From an optimization exercise on the open Yosys and OpenROAD flow, aimed at small area, a short achievable clock period and few clock cycles per item; shortcuts taken in it are not production practice.
Only simulation tests tie the RTL to the original design; equivalence was not proved.
Power is estimated from default activity; no workload was simulated.

[flow/config.mk]
export PLATFORM = sky130hd
export DESIGN_NAME = bpd_lookup
export DESIGN_NICKNAME = bpd_lookup
export VERILOG_FILES = /design/flow/design.v
export SDC_FILE = /design/flow/constraint.sdc
export NUM_CORES = 4
export LEC_CHECK = 0
export CAP_MARGIN = 20
export CORE_MARGIN = 2
export CORE_UTILIZATION = 55
export SETUP_SLACK_MARGIN = 5
export SLEW_MARGIN = 20
export TNS_END_PERCENT = 20
[flow/constraint.sdc]
create_clock -name core_clock -period 10.0 [get_ports {clk}]
set_input_delay 2.0000 -clock core_clock [delete_from_list [all_inputs] [get_ports {clk}]]
set_output_delay 2.0000 -clock core_clock [all_outputs]
set_load 0.01 [all_outputs]
[flow/design.v]
module bpd_lookup #(
    parameter [31:0] DD_WINDOW_MS_RESET = 32'd30000
) (
    input  wire        clk,
    input  wire        rst,          
    input  wire        cmd_valid,
    output wire        cmd_ready,
    input  wire [63:0] cmd,
    input  wire [31:0] now,
    output wire        rsp_valid,
    input  wire        rsp_ready,
    output wire [7:0]  rsp_st,
    output wire [31:0] rsp_rv
);
    localparam DD_SLOTS = 8;
    localparam RT_SIZE  = 64;
    localparam QD       = 4;         
    localparam [7:0] OP_NOP    = 8'h00;
    localparam [7:0] OP_CSRRD  = 8'h01;
    localparam [7:0] OP_CSRWR  = 8'h02;
    localparam [7:0] OP_NEXTID = 8'h04;
    localparam [7:0] OP_RTLKUP = 8'h20;
    localparam [7:0] OP_RTSET  = 8'h21;
    localparam [7:0] OP_RTCLR  = 8'h22;
    localparam [7:0] OP_DDCHK  = 8'h40;
    localparam [7:0] OP_DDREC  = 8'h41;
    localparam [7:0] OP_DDRD   = 8'h42;
    localparam [7:0] ST_OK         = 8'h00;
    localparam [7:0] ST_DUPLICATE  = 8'h13;
    localparam [7:0] ST_NO_ROUTE   = 8'h14;
    localparam [7:0] ST_ILLEGAL_OP = 8'hE0;
    localparam [7:0] ST_BAD_ARG    = 8'hE1;
    localparam [15:0] CSR_DD_WINDOW_MS = 16'h0006;
    localparam [15:0] CSR_ID_CTR       = 16'h0015;
    localparam [15:0] CSR_DD_PTR       = 16'h0016;
    localparam [15:0] CSR_NOW          = 16'h0018;
    reg [15:0] rt       [0:RT_SIZE-1];
    reg [RT_SIZE-1:0]  rt_nz;    
    reg [DD_SLOTS-1:0] dd_v;
    reg [15:0] dd_origin[0:DD_SLOTS-1];
    reg [15:0] dd_id    [0:DD_SLOTS-1];
    reg [31:0] dd_stamp [0:DD_SLOTS-1];
    reg [2:0]  dd_ptr;
    reg [15:0] id_ctr;
    reg [31:0] dd_window;
    reg          rdy_q;          
    reg          v1;             
    reg          v2;             
    reg [QD-1:0] qv;             
    reg [7:0]    q_st [0:QD-1];
    reg [31:0]   q_rv [0:QD-1];
    assign cmd_ready = rdy_q;
    assign rsp_valid = qv[0];
    assign rsp_st    = q_st[0];
    assign rsp_rv    = q_rv[0];
    wire acc = cmd_valid & rdy_q;        
    wire tk  = qv[0] & rsp_ready;        
    wire [7:0]  i_op = cmd[63:56];
    wire        i_legal = (cmd[55:48] == 8'h00);
    wire [15:0] i_a  = cmd[47:32];
    reg [15:0] c_a;
    reg [31:0] c_b;
    reg [31:0] c_now;
    reg f_ill, f_csrrd, f_csrwr, f_nextid, f_rtlkup, f_rtset, f_rtclr,
        f_ddchk, f_ddrec, f_ddrd;
    reg a_win, a_id, a_ptr, a_now, a_lt64, a_lt8, a_zero, a_hi;
    always @(posedge clk) begin
        c_a      <= i_a;
        c_b      <= cmd[31:0];
        c_now    <= now;
        f_ill    <= ~i_legal
                  | ~(i_op == OP_NOP    || i_op == OP_CSRRD  || i_op == OP_CSRWR
                   || i_op == OP_NEXTID || i_op == OP_RTLKUP || i_op == OP_RTSET
                   || i_op == OP_RTCLR  || i_op == OP_DDCHK  || i_op == OP_DDREC
                   || i_op == OP_DDRD);
        f_csrrd  <= i_legal & (i_op == OP_CSRRD);
        f_csrwr  <= i_legal & (i_op == OP_CSRWR);
        f_nextid <= i_legal & (i_op == OP_NEXTID);
        f_rtlkup <= i_legal & (i_op == OP_RTLKUP);
        f_rtset  <= i_legal & (i_op == OP_RTSET);
        f_rtclr  <= i_legal & (i_op == OP_RTCLR);
        f_ddchk  <= i_legal & (i_op == OP_DDCHK);
        f_ddrec  <= i_legal & (i_op == OP_DDREC);
        f_ddrd   <= i_legal & (i_op == OP_DDRD);
        a_win    <= (i_a == CSR_DD_WINDOW_MS);
        a_id     <= (i_a == CSR_ID_CTR);
        a_ptr    <= (i_a == CSR_DD_PTR);
        a_now    <= (i_a == CSR_NOW);
        a_lt64   <= (i_a[15:6] == 10'd0);
        a_lt8    <= (i_a[15:3] == 13'd0);
        a_zero   <= (i_a == 16'd0);
        a_hi     <= (i_a[15:4] == 12'hFFF);
    end
    function automatic ge32(input [31:0] x, input [31:0] y);
        reg [31:0] g, p;
        integer l, n;
        begin
            g = x & ~y;
            p = x | ~y;
            for (l = 1; l < 32; l = l * 2)
                for (n = 31; n >= 0; n = n - 1)
                    if (n % (2 * l) == 2 * l - 1) begin
                        g[n] = g[n] | (p[n] & g[n - l]);
                        p[n] = p[n] & p[n - l];
                    end
            ge32 = g[31] | p[31];
        end
    endfunction
    wire [32:0] u = {1'b0, c_now} - {1'b0, dd_window};
    reg [DD_SLOTS-1:0] kv, c1;
    integer i;
    always @(*) begin
        for (i = 0; i < DD_SLOTS; i = i + 1) begin
            c1[i] = ge32(c_now, dd_stamp[i]);
            kv[i] = dd_v[i] && dd_origin[i] == c_a && dd_id[i] == c_b[15:0];
        end
    end
    reg  [15:0] rt_h;
    integer e;
    always @(*) begin
        rt_h = 16'h0000;
        for (e = 0; e < RT_SIZE; e = e + 1)
            rt_h = rt_h | ({16{rt_nz[e] & (c_a[5:0] == e[5:0])}} & rt[e]);
    end
    wire rt_z = ~rt_nz[c_a[5:0]];
    wire [2:0]  sel   = c_a[2:0];
    wire        rd_ok = f_ddrd & a_lt8 & (c_b[1:0] != 2'd3) & dd_v[sel];
    wire s_bad = (f_csrrd & ~(a_win | a_id | a_ptr | a_now))
               | (f_csrwr & ~a_win)
               | (f_rtset & ~a_lt64)
               | (f_ddrd & ~(a_lt8 & (c_b[1:0] != 2'd3)));
    wire s_rt   = f_rtlkup & a_lt64 & ~a_zero;
    wire s_nort = (f_rtlkup & (a_zero | (~a_lt64 & ~a_hi)))
                | (s_rt & rt_z);
    wire [31:0] rv2 =
          ({32{f_csrrd & a_win}}             & dd_window)
        | ({32{(f_csrrd & a_id) | f_nextid}} & {16'd0, id_ctr})
        | ({32{(f_csrrd & a_ptr) | f_ddrec}} & {29'd0, dd_ptr})
        | ({32{f_csrrd & a_now}}             & c_now)
        | ({32{s_rt}}                        & {16'd0, rt_h})
        | ({32{f_rtlkup & a_hi}}             & {16'd0, c_a})
        | ({32{rd_ok & (c_b[1:0] == 2'd0)}}  & 32'd1)
        | ({32{rd_ok & (c_b[1:0] == 2'd1)}}  & {dd_id[sel], dd_origin[sel]})
        | ({32{rd_ok & (c_b[1:0] == 2'd2)}}  & dd_stamp[sel]);
    reg                p_ill, p_bad, p_nort, p_chk;
    reg [DD_SLOTS-1:0] p_kv, p_c1;
    reg [32:0]         p_u;
    reg [31:0]         p_rv;
    always @(posedge clk) begin
        p_ill  <= f_ill;
        p_bad  <= s_bad;
        p_nort <= s_nort;
        p_chk  <= f_ddchk;
        p_kv   <= kv;
        p_c1   <= c1;
        p_u    <= u;
        p_rv   <= rv2;
    end
    always @(posedge clk) begin
        if (rst) begin
            rt_nz     <= {RT_SIZE{1'b0}};
            dd_v      <= {DD_SLOTS{1'b0}};
            dd_ptr    <= 3'd0;
            id_ctr    <= 16'd0;
            dd_window <= DD_WINDOW_MS_RESET;
        end else if (v1) begin
            if (f_csrwr & a_win)  dd_window <= c_b;
            if (f_nextid)         id_ctr <= id_ctr + 16'd1;
            if (f_rtclr)          rt_nz <= {RT_SIZE{1'b0}};
            if (f_rtset & a_lt64) rt_nz[c_a[5:0]] <= (c_b[15:0] != 16'h0000);
            if (f_ddrec) begin
                dd_v[dd_ptr] <= 1'b1;
                dd_ptr       <= dd_ptr + 3'd1;
            end
        end
    end
    always @(posedge clk) begin
        if (v1 && f_rtset && a_lt64)
            rt[c_a[5:0]] <= c_b[15:0];
        if (v1 && f_ddrec) begin
            dd_origin[dd_ptr] <= c_a;
            dd_id[dd_ptr]     <= c_b[15:0];
            dd_stamp[dd_ptr]  <= c_now;
        end
    end
    reg [DD_SLOTS-1:0] m;
    reg                le;
    always @(*) begin
        for (i = 0; i < DD_SLOTS; i = i + 1) begin
            le   = ge32(dd_stamp[i], p_u[31:0]);
            m[i] = p_kv[i] & (p_c1[i] ? (p_u[32] | le) : (p_u[32] & le));
        end
    end
    wire       hit = p_chk & (|m);
    reg  [2:0] hit_idx;
    always @(*) begin
        hit_idx = 3'd0;
        for (i = DD_SLOTS - 1; i >= 0; i = i - 1)
            if (m[i]) hit_idx = i[2:0];
    end
    wire [7:0] r_st =
          p_ill  ? ST_ILLEGAL_OP
        : p_bad  ? ST_BAD_ARG
        : p_nort ? ST_NO_ROUTE
        : hit    ? ST_DUPLICATE
        :          ST_OK;
    wire [31:0] r_rv = {p_rv[31:3], p_rv[2:0] | (hit ? hit_idx : 3'd0)};
    wire [QD-1:0] qs   = tk ? {1'b0, qv[QD-1:1]} : qv;
    wire [QD-1:0] qv_n = v2 ? {qs[QD-2:0], 1'b1} : qs;
    wire          rdy_n = ~qv_n[QD-1] & ~(qv_n[QD-2] & (v1 | acc))
                        & ~(qv_n[QD-3] & v1 & acc);
    always @(posedge clk) begin
        if (rst) begin
            v1    <= 1'b0;
            v2    <= 1'b0;
            qv    <= {QD{1'b0}};
            rdy_q <= 1'b1;
        end else begin
            v1    <= acc;
            v2    <= v1;
            qv    <= qv_n;
            rdy_q <= rdy_n;
        end
    end
    integer j;
    always @(posedge clk) begin
        for (j = 0; j < QD; j = j + 1) begin
            if (v2 && !qs[j] && (j == 0 || qs[j > 0 ? j - 1 : 0])) begin
                q_st[j] <= r_st;
                q_rv[j] <= r_rv;
            end else if (tk && j < QD - 1) begin
                q_st[j] <= q_st[j < QD - 1 ? j + 1 : j];
                q_rv[j] <= q_rv[j < QD - 1 ? j + 1 : j];
            end
        end
    end
endmodule
[flow/run.sh]
#!/bin/bash
# synth_recipe.tcl (not shown) runs the flow's synth.tcl, then flattens the netlist and writes it again
# the make line also repeats each setting of config.mk as NAME=value (left out here)
make -C /OpenROAD-flow-scripts/flow DESIGN_CONFIG=/design/flow/config.mk WORK_HOME=/design/flow/orfs CLKGATE_MAP_FILE= SYNTH_SCRIPT=/design/flow/synth_recipe.tcl finish
==> summary.json, run 1 <==
{
  "post-cts-setup-buffers": {"value": 0},
  "drt-wirelength-per-cell": {"value": 40.0, "unit": "µm"},
  "drt_first_iter_violations": {"value": 11200},
  "maxCapViolCount": {"value": 0},
  "share_of_layout_cells_above_drive_strength_1": {"value": 12.4, "unit": "%"},
  "yosysWarningCount": {"value": 3},
  "path_class": {"value": "reg -> reg"},
  "design.portCount": {"value": 142},
  "fillers": {"value": 11700},
  "count_of_flip_flops_with_a_built_in_enable_after_synthesis": {"value": 1684},
  "outcome": {"value": "timing/DRC/antenna clean"},
  "area_share_of_the_largest_cell_type_after_synthesis": {"value": 59.4, "unit": "%"},
  "syn_area_per_cell": {"value": 13.2, "unit": "µm²"},
  "synth.lib_cells_used.distinct": {"value": 88},
  "critical_path.endpoint_type": {"value": "flop"},
  "worst_slew_margin_rel": {"value": 12.2, "unit": "%"},
  "wirelength": {"value": 354000, "unit": "µm"},
  "worst_setup_path_start_kind": {"value": "flop"},
  "starting_utilization_of_the_core_area": {"value": 55.4, "unit": "%"},
  "hp-start": {"value": "f_ill"},
  "clk_latency": {"value": 870, "unit": "ps"},
  "worstHoldPathType": {"value": "reg -> reg"},
  "floorplan.die.height": {"value": 398, "unit": "µm"},
  "ant_nets": {"value": 0},
  "synth-main-ff-cell": {"value": "sky130_fd_sc_hd__edfxtp_1"},
  "placeableCoreArea": {"value": 154000, "unit": "µm²"},
  "synth.cell_area": {"value": 85200, "unit": "µm²"},
  "peakVddDrop": {"value": 196, "unit": "µV"},
  "cts-htree-levels": {"value": 4},
  "firstDrtPassIters": {"value": 9},
  "grt_remaining_overflow": {"value": 0},
  "remaining_drc_errors": {"value": 0},
  "synth_mux_area_share": {"value": 1.81, "unit": "%"},
  "timing_worst_slew_pin_value": {"value": 1320, "unit": "ps"},
  "cp.required": {"value": 10680, "unit": "ps"},
  "maxSlewViolCount": {"value": 0},
  "synthSimpleGateAreaFrac": {"value": 7.88, "unit": "%"},
  "detailed_route_via_count": {"value": 63900},
  "core.rowCount": {"value": 144},
  "finalCritPeriodShare": {"value": 52.0, "unit": "%"},
  "fin_worst_hold_slack": {"value": 329, "unit": "ps"},
  "finalClockSkew": {"value": 74.1, "unit": "ps"},
  "final_net_count": {"value": 6765},
  "design.die.area": {"value": 158000, "unit": "µm²"},
  "post_detailed_placement_half_perimeter_wirelength": {"value": 231000, "unit": "µm"},
  "path_clk_slew": {"value": 60, "unit": "ps"},
  "ys_seq_area_share": {"value": 66.7, "unit": "%"},
  "cts_sinks": {"value": 1997},
  "startpoint": {"value": "c_a[1]"},
  "area_growth_syn_to_layout": {"value": 14.1, "unit": "%"},
  "cts_root_buffer": {"value": "sky130_fd_sc_hd__clkbuf_16"},
  "synth.top_cells.by_area": {"value": "sky130_fd_sc_hd__edfxtp_1 59%, sky130_fd_sc_hd__dfxtp_1 7.4%, sky130_fd_sc_hd__a22oi_1 2.7%, sky130_fd_sc_hd__xnor2_1 2.6%, sky130_fd_sc_hd__o22ai_1 2.0%"},
  "synth_xor_xnor_area_share": {"value": 3.12, "unit": "%"},
  "synth_fa_ha_area_share": {"value": 2.35, "unit": "%"},
  "multi_input_area": {"value": 26500, "unit": "µm²"},
  "vias_per_cell": {"value": 7.21},
  "worstReg2RegStart": {"value": "c_a[1]"},
  "worstHoldPathCells": {"value": 0},
  "clockBufferDepth": {"value": 3},
  "grt_antenna_before_repair": {"value": 10},
  "cts_made_buffers": {"value": 201},
  "first_pass_grt_wire_length": {"value": 480000, "unit": "µm"},
  "gp_congestion": {"value": 1.02},
  "critical_path_peak_fanout": {"value": 22},
  "max_freq": {"value": 192, "unit": "MHz"},
  "number_of_hold_slack_violations_in_the_final_timing_report": {"value": 0},
  "async_flop_share": {"value": 0, "unit": "%"},
  "register_area": {"value": 56900, "unit": "µm²"},
  "grt_max_degree": {"value": 81},
  "final-setup-viol-count": {"value": 0},
  "cp.arrival": {"value": 5880, "unit": "ps"},
  "tritoncts": {"value": "done"},
  "setup-tns-final": {"value": 0, "unit": "ps"},
  "static-leakage-power": {"value": 31.8, "unit": "nW"},
  "syn-num-nets": {"value": 6592},
  "die_width": {"value": 398, "unit": "µm"},
  "post_synth_top_area_cell": {"value": "sky130_fd_sc_hd__edfxtp_1"},
  "number_of_synthesized_register_bits": {"value": 1997},
  "synth-compound-area-share": {"value": 15.1, "unit": "%"},
  "rsz_0062_raised_after_global_routing": {"value": "yes"},
  "power_density": {"value": 186, "unit": "nW/µm²"},
  "synth_top_family_by_area": {"value": "compound AO/OA/AOI/OAI gates"},
  "port_buf_inserts": {"value": 140},
  "post_synth_inst_count": {"value": 6449},
  "via_count_of_the_first_global_routing_pass": {"value": 59600},
  "grt.total_usage": {"value": 44.2, "unit": "%"},
  "worst_r2r_path_depth": {"value": 13},
  "layout_min_cycle_time": {"value": 5200, "unit": "ps"}
}
-- final cells by class --
| cell class | count | area share, % |
|---|---|---|
| Sequential cell | 1997 | 58.6 |
| Inverter | 270 | 1.04 |
| Clock inverter | 117 | 1.48 |
| Timing Repair Buffer | 361 | 3.35 |
| Antenna cell | 9 | 0.0232 |
| Clock buffer | 264 | 5.70 |
| Multi-Input combinational cell | 3791 | 27.2 |
| Tap cell | 2044 | 2.63 |
-- where the power goes --
group / internal (W) / switching, W / total, W
clock: 0.00453 / 0.00339 / 0.00792
sequential: 0.00905 / 0.000128 / 0.00918
combinational: 0.000302 / 0.000632 / 0.000934
-- metal layers --
| layer | up-vias | GRT usage, % | wire length [µm] |
|---|---|---|---|
| met5 | - | 0.212 | 96 |
| met4 | 8 | 34.2 | 34500 |
| met3 | 1302 | 10.9 | 44000 |
| met2 | 5325 | 67.7 | 157000 |
| met1 | 31500 | 53.9 | 118000 |
| li1 | 25700 | - | - |
-- state kept, by name, summed over array words and instances (netlist names), 4 cells and up --
signal     count
c_a           16
c_b           32
c_now         32
dd_id        128
dd_origin    128
dd_stamp     256
dd_v           8
dd_window     32
id_ctr        16
p_c1           8
p_kv           8
p_rv          32
p_u           33
q_rv         128
q_st          20
qv             4
rt          1024
rt_nz         64
-- worst paths after layout --
path	end	slack [ps]
worst max register to register	p_rv[8]	4800
worst max-delay path	p_rv[8]	4800
worst min register to register	p_ill	330
worst min-delay path	p_ill	330
-- cells by family after synthesis --
kind of cell | Yosys count
adder cells (fa/ha/maj) | 184
AND/OR/NAND/NOR | 1343
flip-flops | 1997
buffers and inverters | 661
multiplexers | 133
AO/OA/AOI/OAI | 1827
other | 1
XOR/XNOR | 303
-- per-stage QoR --
| stage | power [W] | worst slack [ps] | instances | utilization (%) | cell area [µm²] |
|---|---|---|---|---|---|
| final | 0.0180 | 4800 | 8853 | 63.2 | 97200 |
| after global routing | 0.0184 | 4930 | 8847 | 63.2 | 97200 |
| after CTS | 0.0180 | 4930 | 8835 | 63.0 | 97000 |
| after detailed placement | 0.0103 | 4530 | 8454 | 58.5 | 90000 |
| after global placement | 0.0102 | 4600 | 8449 | 58.4 | 89900 |
| after floorplan | 0.00982 | 4200 | 6449 | - | 85200 |
-- placed cells by master (no fill, tap or decap), drive strengths merged, types with 70 or more instances in the layout --
cell type	instances
a21oi	287
a221oi	165
a22o	153
a22oi	310
and3	73
buf	222
clkbuf	264
clkdlybuf4s50	139
clkinv	96
dfxtp	313
edfxtp	1684
inv	263
maj3	141
mux2	101
nand2	310
nand2b	73
nand3	70
nand4	164
nor2	344
nor2b	82
nor4	72
o21ai	242
o22ai	276
xnor2	249
-- synthesized netlist by cell type (all sizes together) (13+ instances only) --
master / n
nand4: 164
or3: 16
maj3: 141
a2111oi: 15
a31oi: 34
or4: 22
a211oi: 29
a21oi: 287
nor4: 72
nor2: 344
a221oi: 165
o22ai: 276
nand2b: 73
a22o: 153
nor3: 60
and2: 24
mux2: 101
nand3: 70
dfxtp: 313
mux2i: 25
o221ai: 62
a221o: 29
xor2: 54
edfxtp: 1684
a21o: 18
xnor2: 249
buf: 57
clkbuf: 334
and3: 73
o21a: 15
a211o: 13
a22oi: 310
nand2: 310
a222oi: 68
o21ai: 242
o21bai: 13
o211ai: 21
nor2b: 82
ha: 42
inv: 259
-- worst max-delay path: stages (launching register included) --
cell                       delay [ps]
sky130_fd_sc_hd__dfxtp_4          490
sky130_fd_sc_hd__buf_4            360
sky130_fd_sc_hd__clkinv_1         110
sky130_fd_sc_hd__buf_4            240
sky130_fd_sc_hd__ha_1             540
sky130_fd_sc_hd__and3_1           330
sky130_fd_sc_hd__and3_1           170
sky130_fd_sc_hd__buf_4            280
sky130_fd_sc_hd__a22o_1           300
sky130_fd_sc_hd__a221oi_1         310
sky130_fd_sc_hd__nand4_1          250
sky130_fd_sc_hd__nor4_2           480
sky130_fd_sc_hd__a21oi_1          330
sky130_fd_sc_hd__or4_1            750
-- timing repair --
action                     4_1_cts  5_1_grt
gates resized for setup          1        2
pin swaps                        0        0
setup endpoints to repair        2        4
hold buffers                     0        0
gates cloned                     0        0
Testbench counts, summed over its fixed seeds: cycles 24,024, commands 24,000.
==> run 2: changes to the inputs <==
==> flow/flow/run.sh (new file) <==
#!/bin/bash
set -euo pipefail
cd "$(dirname "$0")/.."
bash standard.sh SETUP_SLACK_MARGIN=7 finish > flow_make.log 2>&1
==> flow/standard.sh (new file) <==
#!/bin/bash
# synth_recipe.tcl (not shown) runs the flow's synth.tcl, then flattens the netlist and writes it again
# the make line also repeats each setting of config.mk as NAME=value (left out here)
make -C /OpenROAD-flow-scripts/flow DESIGN_CONFIG=/design/flow/config.mk WORK_HOME=/design/flow/orfs CLKGATE_MAP_FILE= SYNTH_SCRIPT=/design/flow/synth_recipe.tcl "${@:-finish}"
--- a/flow/config.mk
+++ b/flow/config.mk
@@ -7,7 +7,8 @@
 export LEC_CHECK = 0
 export CAP_MARGIN = 20
 export CORE_MARGIN = 2
-export CORE_UTILIZATION = 55
-export SETUP_SLACK_MARGIN = 5
+export CORE_UTILIZATION = 60
+export CTS_CLUSTER_DIAMETER = 80
+export CTS_CLUSTER_SIZE = 20
 export SLEW_MARGIN = 20
-export TNS_END_PERCENT = 20
+export TNS_END_PERCENT = 0
removed: flow/run.sh
==> summary.json, run 2 <==
{
  "synth_top_cells_by_count": {"value": "1,684 x sky130_fd_sc_hd__edfxtp_1, 344 x sky130_fd_sc_hd__nor2_1, 334 x sky130_fd_sc_hd__clkbuf_1"},
  "area_growth_syn_to_layout": {"value": 13.0, "unit": "%"},
  "worst_setup_path_start_kind": {"value": "flop"},
  "grt.total_usage": {"value": 48.2, "unit": "%"},
  "cp.required": {"value": 10640, "unit": "ps"},
  "post_synth_inst_count": {"value": 6449},
  "drt_first_iter_violations": {"value": 12300},
  "design.portCount": {"value": 142},
  "die_width": {"value": 381, "unit": "µm"},
  "syn-num-nets": {"value": 6592},
  "path_clk_slew": {"value": 90, "unit": "ps"},
  "async_flop_share": {"value": 0, "unit": "%"},
  "grt_antenna_before_repair": {"value": 21},
  "path_class": {"value": "reg -> reg"},
  "timing_worst_slew_pin_value": {"value": 1370, "unit": "ps"},
  "via_count_of_the_first_global_routing_pass": {"value": 61100},
  "final_net_count": {"value": 6795},
  "layout_min_cycle_time": {"value": 4070, "unit": "ps"},
  "finalCoreUtilization": {"value": 68.1, "unit": "%"},
  "maxSlewViolCount": {"value": 0},
  "tritoncts": {"value": "done"},
  "finalCritPeriodShare": {"value": 40.7, "unit": "%"},
  "number_of_synthesized_register_bits": {"value": 1997},
  "rsz_0062_raised_after_global_routing": {"value": "yes"},
  "static-leakage-power": {"value": 31.2, "unit": "nW"},
  "floorplan.die.height": {"value": 381, "unit": "µm"},
  "starting_utilization_of_the_core_area": {"value": 60.3, "unit": "%"},
  "synth.top_cells.by_area": {"value": "sky130_fd_sc_hd__edfxtp_1 59%, sky130_fd_sc_hd__dfxtp_1 7.4%, sky130_fd_sc_hd__a22oi_1 2.7%, sky130_fd_sc_hd__xnor2_1 2.6%, sky130_fd_sc_hd__o22ai_1 2.0%"},
  "power_density": {"value": 160, "unit": "nW/µm²"},
  "drt-wirelength-per-cell": {"value": 41.0, "unit": "µm"},
  "ctsHoldBuffers": {"value": 0},
  "vias_per_cell": {"value": 7.56},
  "share_of_layout_cells_above_drive_strength_1": {"value": 13.4, "unit": "%"},
  "post_detailed_placement_half_perimeter_wirelength": {"value": 225000, "unit": "µm"},
  "worst_slew_margin_rel": {"value": 8.83, "unit": "%"},
  "worstHoldPathCells": {"value": 0},
  "largest_register_ffs": {"value": 1024},
  "worst_r2r_path_depth": {"value": 11},
  "port_buf_inserts": {"value": 140},
  "grt_remaining_overflow": {"value": 0},
  "cp.arrival": {"value": 4720, "unit": "ps"},
  "dpl_worst_slack": {"value": 4600, "unit": "ps"},
  "detailed_route_via_count": {"value": 65500},
  "first_pass_grt_wire_length": {"value": 486000, "unit": "µm"},
  "wirelength": {"value": 355000, "unit": "µm"},
  "clk_latency": {"value": 840, "unit": "ps"},
  "synth.cell_area": {"value": 85200, "unit": "µm²"},
  "yosysWarningCount": {"value": 3},
  "peakVddDrop": {"value": 182, "unit": "µV"},
  "critical_path.endpoint_type": {"value": "flop"},
  "placeableCoreArea": {"value": 141000, "unit": "µm²"},
  "ant_nets": {"value": 0},
  "remaining_drc_errors": {"value": 0},
  "firstDrtPassIters": {"value": 9},
  "outcome": {"value": "timing/DRC/antenna clean"},
  "layout.cells.most_common": {"value": "sky130_fd_sc_hd__edfxtp_1"},
  "grt_max_degree": {"value": 83},
  "timing.final.ws_setup": {"value": 5930, "unit": "ps"},
  "design.die.area": {"value": 145000, "unit": "µm²"},
  "setup-tns-final": {"value": 0, "unit": "ps"},
  "synth.lib_cells_used.distinct": {"value": 88},
  "max_freq": {"value": 246, "unit": "MHz"},
  "critical_path_peak_fanout": {"value": 13},
  "ys_seq_area_share": {"value": 66.7, "unit": "%"},
  "yosys.cell_count.top_type": {"value": "sky130_fd_sc_hd__edfxtp_1"},
  "number_of_hold_slack_violations_in_the_final_timing_report": {"value": 0},
  "clockBufferDepth": {"value": 3},
  "final-setup-viol-count": {"value": 0},
  "synth-main-ff-cell": {"value": "sky130_fd_sc_hd__edfxtp_1"},
  "core.rowCount": {"value": 138},
  "cts_root_buffer": {"value": "sky130_fd_sc_hd__clkbuf_16"},
  "post-layout-total-power": {"value": 0.0154, "unit": "W"},
  "count_of_flip_flops_with_a_built_in_enable_after_synthesis": {"value": 1684},
  "worstHoldPathType": {"value": "reg -> reg"},
  "area_share_of_the_largest_cell_type_after_synthesis": {"value": 59.4, "unit": "%"},
  "cts_sinks": {"value": 1997},
  "maxCapViolCount": {"value": 0},
  "post_synth_top_area_cell": {"value": "sky130_fd_sc_hd__edfxtp_1"},
  "syn_area_per_cell": {"value": 13.2, "unit": "µm²"},
  "finalClockSkew": {"value": 60.5, "unit": "ps"},
  "cts_made_buffers": {"value": 118},
  "gp_congestion": {"value": 1.05},
  "cts-htree-levels": {"value": 3},
  "final_cell_mix": {"value": "1,684 x sky130_fd_sc_hd__edfxtp_1, 304 x sky130_fd_sc_hd__a22oi_1, 295 x sky130_fd_sc_hd__nand2_1"}
}
## run 2: area by class of cell
type / count / area (µm²)
clock inverter: 26 / 458
fill: 10200 / 45000
timing repair buffer: 471 / 4980
tap: 1890 / 2360
inverter: 270 / 1040
clock buffer: 199 / 3310
multi-input combinational: 3794 / 27100
antenna: 11 / 27.5
sequential: 1997 / 56900
## run 2: report_power, final
group | total, W | internal (W) | switching (W) | leakage (nW)
combinational | 0.000954 | 0.000318 | 0.000636 | 11.7
clock | 0.00531 | 0.00240 | 0.00291 | 1.78
sequential | 0.00918 | 0.00904 | 0.000136 | 17.7
total | 0.0154 | 0.0118 | 0.00368 | 31.2
## run 2: kinds of logic after synthesis
kind of cell    Yosys count  synth area share, %
flops                  1997                 66.7
compound gates         1827                 15.1
fa+ha+maj               184                 2.35
other cells               1              0.00440
simple gates           1343                 7.88
buf+inv                 661                 2.98
mux                     133                 1.81
xor+xnor                303                 3.12
## run 2: what timing repair did
action                     4_1_cts  5_1_grt
hold endpoints to repair         0        0
cloned                           4        1
resized for setup              260       16
pin swaps                       80       11
setup endpoints to repair     1812     1792
setup buffers                  133        0
## run 2: path summary, 6_finish.rpt
check	from	endpoint	slack, ps
max	c_a[0]	p_rv[9]	5930
max reg2reg	c_a[0]	p_rv[9]	5930
min	f_ddchk	p_chk	340
min reg2reg	f_ddchk	p_chk	340
## run 2: metrics by stage
| step | instances | hold slack, ps | cell area, µm² |
|---|---|---|---|
| finish | 8658 | 340 | 96300 |
| global placement | 8279 | 312 | 89500 |
| CTS | 8645 | 339 | 96100 |
| global route | 8647 | 349 | 96200 |
| detailed placement | 8283 | 318 | 89600 |
| floorplan | 6449 | 310 | 85200 |
## run 2: worst max-delay path, cell delays in order (launching register included)
cell	delay, ps
sky130_fd_sc_hd__dfxtp_4	440
sky130_fd_sc_hd__buf_16	150
sky130_fd_sc_hd__clkinvlp_4	140
sky130_fd_sc_hd__ha_4	230
sky130_fd_sc_hd__and3_1	180
sky130_fd_sc_hd__and3_1	310
sky130_fd_sc_hd__buf_4	290
sky130_fd_sc_hd__a22o_1	230
sky130_fd_sc_hd__a221oi_1	780
sky130_fd_sc_hd__nand4_1	320
sky130_fd_sc_hd__nor4_4	610
sky130_fd_sc_hd__o221ai_1	230
## run 2: layer usage
metal  global-route usage, %  part of all wire, %  vias up
met3                    14.5                   14     1688
met4                    40.1                   11       20
met2                    72.0                   43     6086
met1                    57.7                   32    32000
li1                        -                    -    25700
met5                   0.165                0.049        -
==> run 3: changes to the inputs <==
--- a/flow/design.v
+++ b/flow/design.v
@@ -41,6 +41,7 @@
     reg [15:0] dd_id    [0:DD_SLOTS-1];
     reg [31:0] dd_stamp [0:DD_SLOTS-1];
     reg [2:0]  dd_ptr;
+    reg [DD_SLOTS-1:0] dd_p1;    
     reg [15:0] id_ctr;
     reg [31:0] dd_window;
     reg          rdy_q;          
@@ -64,6 +65,8 @@
     reg f_ill, f_csrrd, f_csrwr, f_nextid, f_rtlkup, f_rtset, f_rtclr,
         f_ddchk, f_ddrec, f_ddrd;
     reg a_win, a_id, a_ptr, a_now, a_lt64, a_lt8, a_zero, a_hi;
+    reg [7:0] r_g, w_g, k8;
+    wire [7:0] i_g8 = 8'd1 << i_a[5:3];
     always @(posedge clk) begin
         c_a      <= i_a;
         c_b      <= cmd[31:0];
@@ -90,6 +93,11 @@
         a_lt8    <= (i_a[15:3] == 13'd0);
         a_zero   <= (i_a == 16'd0);
         a_hi     <= (i_a[15:4] == 12'hFFF);
+        r_g      <= (i_legal & (i_op == OP_RTLKUP) & (i_a[15:6] == 10'd0)
+                     & (i_a != 16'd0)) ? i_g8 : 8'd0;
+        w_g      <= (i_legal & (i_op == OP_RTSET) & (i_a[15:6] == 10'd0))
+                     ? i_g8 : 8'd0;
+        k8       <= 8'd1 << i_a[2:0];
     end
     function automatic ge32(input [31:0] x, input [31:0] y);
         reg [31:0] g, p;
@@ -106,53 +114,69 @@
             ge32 = g[31] | p[31];
         end
     endfunction
-    wire [32:0] u = {1'b0, c_now} - {1'b0, dd_window};
-    reg [DD_SLOTS-1:0] kv, c1;
+    wire [31:0] u     = c_now - dd_window;
+    wire        u_neg = ~ge32(c_now, dd_window);
+    reg [DD_SLOTS-1:0] ma, mb;
+    reg                c1, kv;
     integer i;
     always @(*) begin
         for (i = 0; i < DD_SLOTS; i = i + 1) begin
-            c1[i] = ge32(c_now, dd_stamp[i]);
-            kv[i] = dd_v[i] && dd_origin[i] == c_a && dd_id[i] == c_b[15:0];
+            c1    = ge32(c_now, dd_stamp[i]);
+            kv    = dd_v[i] && dd_origin[i] == c_a && dd_id[i] == c_b[15:0];
+            ma[i] = kv & c1 & u_neg;
+            mb[i] = kv & (c1 | u_neg);
         end
     end
     reg  [15:0] rt_h;
+    reg         rt_nzh;
     integer e;
     always @(*) begin
-        rt_h = 16'h0000;
-        for (e = 0; e < RT_SIZE; e = e + 1)
-            rt_h = rt_h | ({16{rt_nz[e] & (c_a[5:0] == e[5:0])}} & rt[e]);
-    end
-    wire rt_z = ~rt_nz[c_a[5:0]];
+        rt_h   = 16'h0000;
+        rt_nzh = 1'b0;
+        for (e = 0; e < RT_SIZE; e = e + 1) begin
+            rt_h   = rt_h | ({16{r_g[e / 8] & k8[e % 8] & rt_nz[e]}} & rt[e]);
+            rt_nzh = rt_nzh | (r_g[e / 8] & k8[e % 8] & rt_nz[e]);
+        end
+    end
     wire [2:0]  sel   = c_a[2:0];
-    wire        rd_ok = f_ddrd & a_lt8 & (c_b[1:0] != 2'd3) & dd_v[sel];
+    wire        rd_ok = f_ddrd & a_lt8 & (c_b[1:0] != 2'd3) & |(dd_v & k8);
+    reg  [31:0] rd_io, rd_st;
+    always @(*) begin
+        rd_io = 32'd0;
+        rd_st = 32'd0;
+        for (i = 0; i < DD_SLOTS; i = i + 1) begin
+            rd_io = rd_io | ({32{k8[i]}} & {dd_id[i], dd_origin[i]});
+            rd_st = rd_st | ({32{k8[i]}} & dd_stamp[i]);
+        end
+    end
     wire s_bad = (f_csrrd & ~(a_win | a_id | a_ptr | a_now))
                | (f_csrwr & ~a_win)
                | (f_rtset & ~a_lt64)
                | (f_ddrd & ~(a_lt8 & (c_b[1:0] != 2'd3)));
     wire s_rt   = f_rtlkup & a_lt64 & ~a_zero;
     wire s_nort = (f_rtlkup & (a_zero | (~a_lt64 & ~a_hi)))
-                | (s_rt & rt_z);
+                | (s_rt & ~rt_nzh);
     wire [31:0] rv2 =
           ({32{f_csrrd & a_win}}             & dd_window)
         | ({32{(f_csrrd & a_id) | f_nextid}} & {16'd0, id_ctr})
         | ({32{(f_csrrd & a_ptr) | f_ddrec}} & {29'd0, dd_ptr})
         | ({32{f_csrrd & a_now}}             & c_now)
-        | ({32{s_rt}}                        & {16'd0, rt_h})
+        | {16'd0, rt_h}
         | ({32{f_rtlkup & a_hi}}             & {16'd0, c_a})
         | ({32{rd_ok & (c_b[1:0] == 2'd0)}}  & 32'd1)
-        | ({32{rd_ok & (c_b[1:0] == 2'd1)}}  & {dd_id[sel], dd_origin[sel]})
-        | ({32{rd_ok & (c_b[1:0] == 2'd2)}}  & dd_stamp[sel]);
+        | ({32{rd_ok & (c_b[1:0] == 2'd1)}}  & rd_io)
+        | ({32{rd_ok & (c_b[1:0] == 2'd2)}}  & rd_st);
     reg                p_ill, p_bad, p_nort, p_chk;
-    reg [DD_SLOTS-1:0] p_kv, p_c1;
-    reg [32:0]         p_u;
+    reg [DD_SLOTS-1:0] p_ma, p_mb;
+    reg [31:0]         p_u;
     reg [31:0]         p_rv;
     always @(posedge clk) begin
         p_ill  <= f_ill;
         p_bad  <= s_bad;
         p_nort <= s_nort;
         p_chk  <= f_ddchk;
-        p_kv   <= kv;
-        p_c1   <= c1;
+        p_ma   <= ma;
+        p_mb   <= mb;
         p_u    <= u;
         p_rv   <= rv2;
     end
@@ -161,34 +185,39 @@
             rt_nz     <= {RT_SIZE{1'b0}};
             dd_v      <= {DD_SLOTS{1'b0}};
             dd_ptr    <= 3'd0;
+            dd_p1     <= {{(DD_SLOTS-1){1'b0}}, 1'b1};
             id_ctr    <= 16'd0;
             dd_window <= DD_WINDOW_MS_RESET;
         end else if (v1) begin
             if (f_csrwr & a_win)  dd_window <= c_b;
             if (f_nextid)         id_ctr <= id_ctr + 16'd1;
             if (f_rtclr)          rt_nz <= {RT_SIZE{1'b0}};
-            if (f_rtset & a_lt64) rt_nz[c_a[5:0]] <= (c_b[15:0] != 16'h0000);
+            for (e = 0; e < RT_SIZE; e = e + 1)
+                if (w_g[e / 8] & k8[e % 8]) rt_nz[e] <= (c_b[15:0] != 16'h0000);
             if (f_ddrec) begin
-                dd_v[dd_ptr] <= 1'b1;
-                dd_ptr       <= dd_ptr + 3'd1;
+                dd_v   <= dd_v | dd_p1;
+                dd_ptr <= dd_ptr + 3'd1;
+                dd_p1  <= {dd_p1[DD_SLOTS-2:0], dd_p1[DD_SLOTS-1]};
             end
         end
     end
     always @(posedge clk) begin
-        if (v1 && f_rtset && a_lt64)
-            rt[c_a[5:0]] <= c_b[15:0];
-        if (v1 && f_ddrec) begin
-            dd_origin[dd_ptr] <= c_a;
-            dd_id[dd_ptr]     <= c_b[15:0];
-            dd_stamp[dd_ptr]  <= c_now;
-        end
+        for (e = 0; e < RT_SIZE; e = e + 1)
+            if (v1 && w_g[e / 8] && k8[e % 8])
+                rt[e] <= c_b[15:0];
+        for (i = 0; i < DD_SLOTS; i = i + 1)
+            if (v1 && f_ddrec && dd_p1[i]) begin
+                dd_origin[i] <= c_a;
+                dd_id[i]     <= c_b[15:0];
+                dd_stamp[i]  <= c_now;
+            end
     end
     reg [DD_SLOTS-1:0] m;
     reg                le;
     always @(*) begin
         for (i = 0; i < DD_SLOTS; i = i + 1) begin
-            le   = ge32(dd_stamp[i], p_u[31:0]);
-            m[i] = p_kv[i] & (p_c1[i] ? (p_u[32] | le) : (p_u[32] & le));
+            le   = ge32(dd_stamp[i], p_u);
+            m[i] = p_ma[i] | (p_mb[i] & le);
         end
     end
     wire       hit = p_chk & (|m);
@@ -225,7 +254,10 @@
     integer j;
     always @(posedge clk) begin
         for (j = 0; j < QD; j = j + 1) begin
-            if (v2 && !qs[j] && (j == 0 || qs[j > 0 ? j - 1 : 0])) begin
+            if (rst && j == 0) begin
+                q_st[j] <= 8'd0;
+                q_rv[j] <= 32'd0;
+            end else if (v2 && !qs[j] && (j == 0 || qs[j > 0 ? j - 1 : 0])) begin
                 q_st[j] <= r_st;
                 q_rv[j] <= r_rv;
             end else if (tk && j < QD - 1) begin
==> summary.json, run 3 <==
{
  "grt.total_usage": {"value": 46.4, "unit": "%"},
  "power.clock.fraction": {"value": 34.2, "unit": "%"},
  "count_of_flip_flops_with_a_built_in_enable_after_synthesis": {"value": 1647},
  "slowest_stage": {"value": "sky130_fd_sc_hd__o31ai_1"},
  "firstDrtPassIters": {"value": 9},
  "synth_top_family_by_area": {"value": "compound AO/OA/AOI/OAI gates"},
  "syn-num-nets": {"value": 6640},
  "finish.instance_area": {"value": 94300, "unit": "µm²"},
  "remaining_drc_errors": {"value": 0},
  "drt_first_iter_violations": {"value": 12600},
  "yosysWarningCount": {"value": 7},
  "finalClockSkew": {"value": 83.4, "unit": "ps"},
  "critical_path_peak_fanout": {"value": 39},
  "power.sequential.fraction": {"value": 59.7, "unit": "%"},
  "tritoncts": {"value": "done"},
  "cts-htree-levels": {"value": 3},
  "maxSlewViolCount": {"value": 0},
  "synth.cell_area": {"value": 85200, "unit": "µm²"},
  "worst_slew_margin_rel": {"value": 9.78, "unit": "%"},
  "placed_cell_area": {"value": 89000, "unit": "µm²"},
  "post_synth_top_area_cell": {"value": "sky130_fd_sc_hd__edfxtp_1"},
  "synth_top_cells_by_count": {"value": "1,647 x sky130_fd_sc_hd__edfxtp_1, 565 x sky130_fd_sc_hd__nand2_1, 453 x sky130_fd_sc_hd__a22oi_1"},
  "synthSimpleGateAreaFrac": {"value": 9.68, "unit": "%"},
  "synth-main-ff-cell": {"value": "sky130_fd_sc_hd__edfxtp_1"},
  "power_density": {"value": 165, "unit": "nW/µm²"},
  "final_net_count": {"value": 6755},
  "core.rowCount": {"value": 138},
  "layout_min_cycle_time": {"value": 3660, "unit": "ps"},
  "power.share.combinational": {"value": 6.2, "unit": "%"},
  "share_of_layout_cells_above_drive_strength_1": {"value": 11.1, "unit": "%"},
  "port_buf_inserts": {"value": 140},
  "rsz_0062_raised_after_global_routing": {"value": "yes"},
  "worstHoldPathType": {"value": "reg -> reg"},
  "syn_area_per_cell": {"value": 13.2, "unit": "µm²"},
  "worst_setup_path_start_kind": {"value": "flop"},
  "first_pass_grt_wire_length": {"value": 469000, "unit": "µm"},
  "drt-wirelength-per-cell": {"value": 40.0, "unit": "µm"},
  "synth_xor_xnor_area_share": {"value": 3.08, "unit": "%"},
  "max_freq": {"value": 273, "unit": "MHz"},
  "path_clk_slew": {"value": 90, "unit": "ps"},
  "die_width": {"value": 381, "unit": "µm"},
  "maxCapViolCount": {"value": 0},
  "intPower": {"value": 0.0118, "unit": "W"},
  "vias_per_cell": {"value": 7.45},
  "ctsHoldBuffers": {"value": 0},
  "synth-compound-area-share": {"value": 14.4, "unit": "%"},
  "static-leakage-power": {"value": 31.0, "unit": "nW"},
  "clk_latency": {"value": 820, "unit": "ps"},
  "starting_utilization_of_the_core_area": {"value": 60.3, "unit": "%"},
  "clockBufferDepth": {"value": 3},
  "layout.cells.most_common": {"value": "sky130_fd_sc_hd__edfxtp_1"},
  "path_class": {"value": "reg -> reg"},
  "synth_mux_area_share": {"value": 0.0118, "unit": "%"},
  "power.net_switching": {"value": 0.00369, "unit": "W"},
  "synth.lib_cells_used.distinct": {"value": 94},
  "cp.arrival": {"value": 4220, "unit": "ps"},
  "grt_antenna_before_repair": {"value": 27},
  "via_count_of_the_first_global_routing_pass": {"value": 58800},
  "wirelength": {"value": 344000, "unit": "µm"},
  "area_share_of_the_largest_cell_type_after_synthesis": {"value": 58.1, "unit": "%"},
  "final-setup-viol-count": {"value": 0},
  "detailed_route_via_count": {"value": 64100},
  "synth_fa_ha_area_share": {"value": 2.93, "unit": "%"},
  "place.detailed.instances": {"value": 8277},
  "critical_path_cell_list": {"value": "buf_4 > and3_2 > buf_4 > nor4_1 > nand4_1 > nor2_1 > nand4_1 > o31ai_1"},
  "outcome": {"value": "timing/DRC/antenna clean"},
  "timing_worst_slew_pin_value": {"value": 1340, "unit": "ps"},
  "final_cell_mix": {"value": "1,647 x sky130_fd_sc_hd__edfxtp_1, 560 x sky130_fd_sc_hd__nand2_1, 452 x sky130_fd_sc_hd__a22oi_1"},
  "largest_register_ffs": {"value": 1024},
  "finalCritPeriodShare": {"value": 36.6, "unit": "%"},
  "setup-tns-final": {"value": 0, "unit": "ps"},
  "critical_path.endpoint_type": {"value": "flop"},
  "cts_made_buffers": {"value": 120},
  "cp_slowest_stage_delay": {"value": 1080, "unit": "ps"},
  "yosys.cell_count.top_type": {"value": "sky130_fd_sc_hd__edfxtp_1"},
  "gp_congestion": {"value": 1.03},
  "sw_frac_of_total": {"value": 23.8, "unit": "%"},
  "post_detailed_placement_half_perimeter_wirelength": {"value": 215000, "unit": "µm"},
  "number_of_hold_slack_violations_in_the_final_timing_report": {"value": 0},
  "synth.top_cells.by_area": {"value": "sky130_fd_sc_hd__edfxtp_1 58%, sky130_fd_sc_hd__dfxtp_1 9.0%, sky130_fd_sc_hd__a22oi_1 4.0%, sky130_fd_sc_hd__xnor2_1 2.6%, sky130_fd_sc_hd__nand2_1 2.5%"},
  "grt_remaining_overflow": {"value": 0},
  "design.die.area": {"value": 145000, "unit": "µm²"},
  "post_synth_inst_count": {"value": 6473},
  "number_of_synthesized_register_bits": {"value": 2028},
  "ant_nets": {"value": 0},
  "cp.required": {"value": 10550, "unit": "ps"},
  "design.portCount": {"value": 142},
  "finalCoreUtilization": {"value": 66.7, "unit": "%"},
  "ys_seq_area_share": {"value": 67.0, "unit": "%"},
  "floorplan.die.height": {"value": 381, "unit": "µm"},
  "final-instance-count-excl-fill": {"value": 8606},
  "area_growth_syn_to_layout": {"value": 10.7, "unit": "%"},
  "placeableCoreArea": {"value": 141000, "unit": "µm²"},
  "grt_max_degree": {"value": 85},
  "cts_sinks": {"value": 2028},
  "peakVddDrop": {"value": 198, "unit": "µV"},
  "async_flop_share": {"value": 0, "unit": "%"},
  "cts_root_buffer": {"value": "sky130_fd_sc_hd__clkbuf_16"}
}
-- run 3: changes by cell type after synthesis, sizes merged, moves of 56 or more --
cell / before / now
a21oi: 287 / 231
a22oi: 310 / 453
and3: 73 / 144
dfxtp: 313 / 381
mux2: 101 / 0
nand2: 310 / 565
nand3b: 9 / 71
nor2: 344 / 222
o21ai: 242 / 112
o22ai: 276 / 76
-- run 3: metal layers --
layer	part of all wire (%)	track usage, %	vias up	wire [µm]
met5	0.082	0.926	-	284
met4	7.5	26.4	30	25700
met3	16	18.4	1253	56700
met2	42	65.8	6050	143000
met1	34	60.8	31400	119000
li1	-	-	25400	-
-- run 3: critical path, delay by kind of cell (launching register included) --
family          cells  cell delay [ps]
simple gates        5             1210
compound gates      1             1080
buf+inv             2              690
flops               1              360
-- run 3: final cells by class --
class,instances,area [µm²]
antenna,20,50.0
clock buffer,204,3400
clock inverter,26,364
fill,10500,47000
inverter,258,1060
multi-input combinational,3800,26400
sequential,2028,57200
tap,1890,2360
timing repair buffer,377,3430
timing repair inverter,3,20.0
-- run 3: path summary, 6_finish.rpt --
kind,from,endpoint,slack (ps),cells past startpoint
hold reg to reg,f_ill,p_ill,350,0
hold / removal,f_ill,p_ill,350,0
setup / recovery,k8[0],p_nort,6340,8
setup reg to reg,k8[0],p_nort,6340,8
-- run 3: kinds of logic (layout without fill, tap and decap cells) --
group,after synthesis,count (layout)
DFF,2028,2028
and+or+nand+nor,1637,1639
AOI/OAI and AO/OA,1631,1631
buffers and inverters,647,868
xor gates and xnor gates,299,299
adders and majority gates,229,229
other,1,21
muxes,1,1
-- run 3: repair_timing --
item                                    in CTS  in global routing
endpoints found under the setup margin     357                359
resized for setup                          267                 29
buffers inserted                            53                 17
cloned                                       8                  1
pin swaps                                   30                 10
-- run 3: metrics by stage --
stage               total power, W  hold slack [ps]  worst slack, ps
global route                0.0158              357             6450
floorplan                  0.00988              310             6500
CTS                         0.0154              348             6600
detailed placement          0.0103              312             4790
finish                      0.0155              352             6340
global placement            0.0103              318             4800
-- run 3: power by group through the flow --
stage	Sequential [W]	Clock, W	Combinational (W)
after floorplan	0.00942	0	0.000462
after global placement	0.00945	0	0.000836
after detailed placement	0.00945	0	0.000842
after CTS	0.00926	0.00527	0.000897
after global routing	0.00927	0.00555	0.000982
final	0.00926	0.00530	0.000955
Testbench counts of run 3, summed over its fixed seeds: cycles 24,024, commands 24,000.
==> run 4: changes to the inputs <==
--- a/flow/design.v
+++ b/flow/design.v
@@ -60,7 +60,7 @@
     wire        i_legal = (cmd[55:48] == 8'h00);
     wire [15:0] i_a  = cmd[47:32];
     reg [15:0] c_a;
-    reg [31:0] c_b;
+    reg [15:0] c_b;
     reg [31:0] c_now;
     reg f_ill, f_csrrd, f_csrwr, f_nextid, f_rtlkup, f_rtset, f_rtclr,
         f_ddchk, f_ddrec, f_ddrd;
@@ -69,7 +69,7 @@
     wire [7:0] i_g8 = 8'd1 << i_a[5:3];
     always @(posedge clk) begin
         c_a      <= i_a;
-        c_b      <= cmd[31:0];
+        c_b      <= cmd[15:0];
         c_now    <= now;
         f_ill    <= ~i_legal
                   | ~(i_op == OP_NOP    || i_op == OP_CSRRD  || i_op == OP_CSRWR
@@ -181,15 +181,19 @@
         p_rv   <= rv2;
     end
     always @(posedge clk) begin
+        if (rst)
+            dd_window <= DD_WINDOW_MS_RESET;
+        else if (acc && i_legal && i_op == OP_CSRWR && i_a == CSR_DD_WINDOW_MS)
+            dd_window <= cmd[31:0];
+    end
+    always @(posedge clk) begin
         if (rst) begin
             rt_nz     <= {RT_SIZE{1'b0}};
             dd_v      <= {DD_SLOTS{1'b0}};
             dd_ptr    <= 3'd0;
             dd_p1     <= {{(DD_SLOTS-1){1'b0}}, 1'b1};
             id_ctr    <= 16'd0;
-            dd_window <= DD_WINDOW_MS_RESET;
         end else if (v1) begin
-            if (f_csrwr & a_win)  dd_window <= c_b;
             if (f_nextid)         id_ctr <= id_ctr + 16'd1;
             if (f_rtclr)          rt_nz <= {RT_SIZE{1'b0}};
             for (e = 0; e < RT_SIZE; e = e + 1)
--- a/flow/config.mk
+++ b/flow/config.mk
@@ -7,7 +7,7 @@
 export LEC_CHECK = 0
 export CAP_MARGIN = 20
 export CORE_MARGIN = 2
-export CORE_UTILIZATION = 60
+export CORE_UTILIZATION = 50
 export CTS_CLUSTER_DIAMETER = 80
 export CTS_CLUSTER_SIZE = 20
 export SLEW_MARGIN = 20
==> summary.json, run 4 <==
{
  "number_of_synthesized_register_bits": {"value": 2012},
  "hp-start": {"value": "dd_p1[4]"},
  "layout.cells.most_common": {"value": "sky130_fd_sc_hd__edfxtp_1"},
  "cts_sinks": {"value": 2012},
  "yosysWarningCount": {"value": 7},
  "final-instance-count-excl-fill": {"value": 8837},
  "timing_worst_slew_pin_value": {"value": 1290, "unit": "ps"},
  "design.portCount": {"value": 142},
  "path_clk_slew": {"value": 80, "unit": "ps"},
  "wirelength": {"value": 363000, "unit": "µm"},
  "worstReg2RegStart": {"value": "r_g[5]"},
  "final-setup-viol-count": {"value": 0},
  "grt.total_usage": {"value": 41.1, "unit": "%"},
  "gp_congestion": {"value": 0.983},
  "cp.required": {"value": 10570, "unit": "ps"},
  "maxCapViolCount": {"value": 0},
  "finalCritPeriodShare": {"value": 36.3, "unit": "%"},
  "async_flop_share": {"value": 0, "unit": "%"},
  "power_density": {"value": 166, "unit": "nW/µm²"},
  "grt_antenna_before_repair": {"value": 24},
  "cp.arrival": {"value": 4190, "unit": "ps"},
  "slowest_stage": {"value": "sky130_fd_sc_hd__dfxtp_1"},
  "synth_top_cells_by_count": {"value": "1,647 x sky130_fd_sc_hd__edfxtp_1, 459 x sky130_fd_sc_hd__a22oi_1, 406 x sky130_fd_sc_hd__nand2_1"},
  "cts-htree-levels": {"value": 4},
  "synth.cell_area": {"value": 84700, "unit": "µm²"},
  "core.rowCount": {"value": 151},
  "ctsHoldBuffers": {"value": 0},
  "synth.lib_cells_used.distinct": {"value": 83},
  "setup-tns-final": {"value": 0, "unit": "ps"},
  "worst_slew_margin_rel": {"value": 13.5, "unit": "%"},
  "share_of_layout_cells_above_drive_strength_1": {"value": 13.7, "unit": "%"},
  "vias_per_cell": {"value": 7.09},
  "placeableCoreArea": {"value": 169000, "unit": "µm²"},
  "synth.top_cells.by_area": {"value": "sky130_fd_sc_hd__edfxtp_1 58%, sky130_fd_sc_hd__dfxtp_1 8.6%, sky130_fd_sc_hd__a22oi_1 4.1%, sky130_fd_sc_hd__xnor2_1 2.3%, sky130_fd_sc_hd__a221oi_1 2.1%"},
  "syn-num-nets": {"value": 6522},
  "cts_root_buffer": {"value": "sky130_fd_sc_hd__clkbuf_16"},
  "grt_remaining_overflow": {"value": 0},
  "path_class": {"value": "reg -> reg"},
  "die_width": {"value": 416, "unit": "µm"},
  "cts_made_buffers": {"value": 132},
  "largest_register_ffs": {"value": 1024},
  "clockBufferDepth": {"value": 3},
  "port_buf_inserts": {"value": 140},
  "firstDrtPassIters": {"value": 9},
  "final_net_count": {"value": 6682},
  "first_pass_grt_wire_length": {"value": 489000, "unit": "µm"},
  "ys_seq_area_share": {"value": 67.0, "unit": "%"},
  "starting_utilization_of_the_core_area": {"value": 50.2, "unit": "%"},
  "place.detailed.instances": {"value": 8510},
  "cpLargestDelayFamily": {"value": "compound AO/OA/AOI/OAI gates"},
  "floorplan.die.height": {"value": 416, "unit": "µm"},
  "drt-wirelength-per-cell": {"value": 41.1, "unit": "µm"},
  "drt_first_iter_violations": {"value": 11500},
  "maxSlewViolCount": {"value": 0},
  "timing.critical_path.buf_inv": {"value": 1},
  "ant_nets": {"value": 0},
  "tritoncts": {"value": "done"},
  "critical_path_peak_fanout": {"value": 17},
  "layout_min_cycle_time": {"value": 3630, "unit": "ps"},
  "grt_max_degree": {"value": 82},
  "count_of_flip_flops_with_a_built_in_enable_after_synthesis": {"value": 1647},
  "finish.instance_area": {"value": 95100, "unit": "µm²"},
  "post_detailed_placement_half_perimeter_wirelength": {"value": 233000, "unit": "µm"},
  "finalCoreUtilization": {"value": 56.3, "unit": "%"},
  "cp_slowest_stage_delay": {"value": 600, "unit": "ps"},
  "number_of_hold_slack_violations_in_the_final_timing_report": {"value": 0},
  "syn_area_per_cell": {"value": 13.3, "unit": "µm²"},
  "final_cell_mix": {"value": "1,647 x sky130_fd_sc_hd__edfxtp_1, 458 x sky130_fd_sc_hd__a22oi_1, 399 x sky130_fd_sc_hd__nand2_1"},
  "worst_setup_path_start_kind": {"value": "flop"},
  "startpoint": {"value": "r_g[5]"},
  "worstHoldPathType": {"value": "reg -> reg"},
  "area_share_of_the_largest_cell_type_after_synthesis": {"value": 58.4, "unit": "%"},
  "finalClockSkew": {"value": 42.3, "unit": "ps"},
  "area_growth_syn_to_layout": {"value": 12.3, "unit": "%"},
  "peakVddDrop": {"value": 188, "unit": "µV"},
  "via_count_of_the_first_global_routing_pass": {"value": 58600},
  "critical_path.endpoint_type": {"value": "flop"},
  "static-leakage-power": {"value": 31.1, "unit": "nW"},
  "yosys.cell_count.top_type": {"value": "sky130_fd_sc_hd__edfxtp_1"},
  "critical_path_cell_list": {"value": "and3_1 > buf_4 > a22o_1 > a221oi_1 > nand4_1 > a221oi_2 > nand3_1"},
  "clk_latency": {"value": 840, "unit": "ps"},
  "remaining_drc_errors": {"value": 0},
  "outcome": {"value": "timing/DRC/antenna clean"},
  "post_synth_top_area_cell": {"value": "sky130_fd_sc_hd__edfxtp_1"},
  "detailed_route_via_count": {"value": 62700},
  "post_synth_inst_count": {"value": 6355},
  "design.die.area": {"value": 173000, "unit": "µm²"},
  "rsz_0062_raised_after_global_routing": {"value": "yes"},
  "synth-main-ff-cell": {"value": "sky130_fd_sc_hd__edfxtp_1"},
  "max_freq": {"value": 276, "unit": "MHz"},
  "placed_cell_area": {"value": 89100, "unit": "µm²"}
}
run 4: worst register-to-register path: stages (launching register included):
cell and delay, ps:
sky130_fd_sc_hd__dfxtp_1 600, sky130_fd_sc_hd__and3_1 350, sky130_fd_sc_hd__buf_4 300, sky130_fd_sc_hd__a22o_1 310
sky130_fd_sc_hd__a221oi_1 450, sky130_fd_sc_hd__nand4_1 420, sky130_fd_sc_hd__a221oi_2 510, sky130_fd_sc_hd__nand3_1 420
run 4: cell families (layout without fill, tap and decap cells):
family | Yosys count | in the layout | share of synthesized area, %
XOR/XNOR | 295 | 295 | 3.05
buffers and inverters | 647 | 892 | 2.88
AND/OR/NAND/NOR | 1473 | 1478 | 8.92
AO/OA/AOI/OAI | 1625 | 1626 | 14.3
other | 1 | 14 | 0.00443
multiplexers | 65 | 65 | 0.853
adder cells (fa/ha/maj) | 237 | 237 | 3.02
flip-flops | 2012 | 2012 | 67.0
run 4: cell type report:
cell class / count / area, µm²
fillers: 13900 / 73800
flip-flops and latches: 2012 / 57000
multi-input cells: 3702 / 26700
clock buffers: 182 / 3550
repair buffers: 409 / 3540
well taps: 2218 / 2780
inverters: 258 / 1070
clock inverters: 43 / 433
diodes: 13 / 32.5
run 4: metrics by stage:
stage          hold WS [ps]  total power (W)  setup WS [ps]
5_1_grt                 493           0.0161           6470
2_1_floorplan           310          0.00979           6220
3_3_place_gp            442           0.0102           5100
3_5_place_dp            451           0.0102           5040
6_report                463           0.0157           6370
4_1_cts                 463           0.0157           6540
run 4: routing by layer:
layer  track usage, %  vias to the layer above  share of wire [%]
met5            0.333                        -              0.044
met4             31.1                       14                9.4
met3             9.92                     1235                 11
met2             62.7                     4884                 44
met1             50.9                    31300                 35
li1                 -                    25300                  -
run 4: what timing repair did:
action / 4_1_cts / 5_1_grt
endpoints found under the setup margin: 769 / 770
buffers inserted: 45 / 38
pin swaps: 48 / 47
gates cloned: 5 / 1
endpoints found under the hold margin: 0 / 0
gates resized for setup: 342 / 107
run 4: report_power, final:
part,internal (W),switching [W]
logic,0.000310,0.000637
clock network,0.00257,0.00303
registers,0.00907,0.000134
run 4: final timing paths:
check / end / slack, ps / depth (start not counted)
setup / recovery: p_rv[1] / 6370 / 7
hold / removal: dd_p1[4] / 460 / 2
setup reg to reg: p_rv[1] / 6370 / 7
hold reg to reg: dd_p1[4] / 460 / 2
Testbench counts of run 4, summed over its fixed seeds: cycles 24,024, commands 24,000.

-- static timing again, ports no longer ideal --
Ports are ideal in the flow. The routed layouts listed here were re-timed in OpenROAD. Step 1 assumes that a clkbuf_16 drives the clock port and a buf_2 every other input. Step 2 times the ports against the registers' clock, not the clock port: input delays grow and output delays shrink by t, the midpoint of the rising clock arrivals with the driver on. Three values: ideal ports, drivers, drivers and shift; two values: the first two.
run	shift t [ns]	setup slack, ns	worst hold slack (ns)	worst setup path after step 2	worst data-port slew with drivers (ns)
run 1	0.927	4.800 / 4.800 / 4.648	0.329 / 0.329 / 0.329	input to register	0.05
run 2	0.889	5.928 / 5.928 / 5.504	0.340 / 0.340 / 0.340	input to register	0.06
run 3	0.867	6.335 / 6.335 / 5.827	0.352 / 0.352 / 0.352	input to register	0.13
run 4	0.912	6.372 / 6.372 / 5.716	0.463 / 0.463 / 0.463	input to register	0.17
After both steps every run listed still meets setup and hold. For run 4, which loses most, drivers alone change the setup slack by 0.000 ns; drivers and shift together by -0.656 ns.
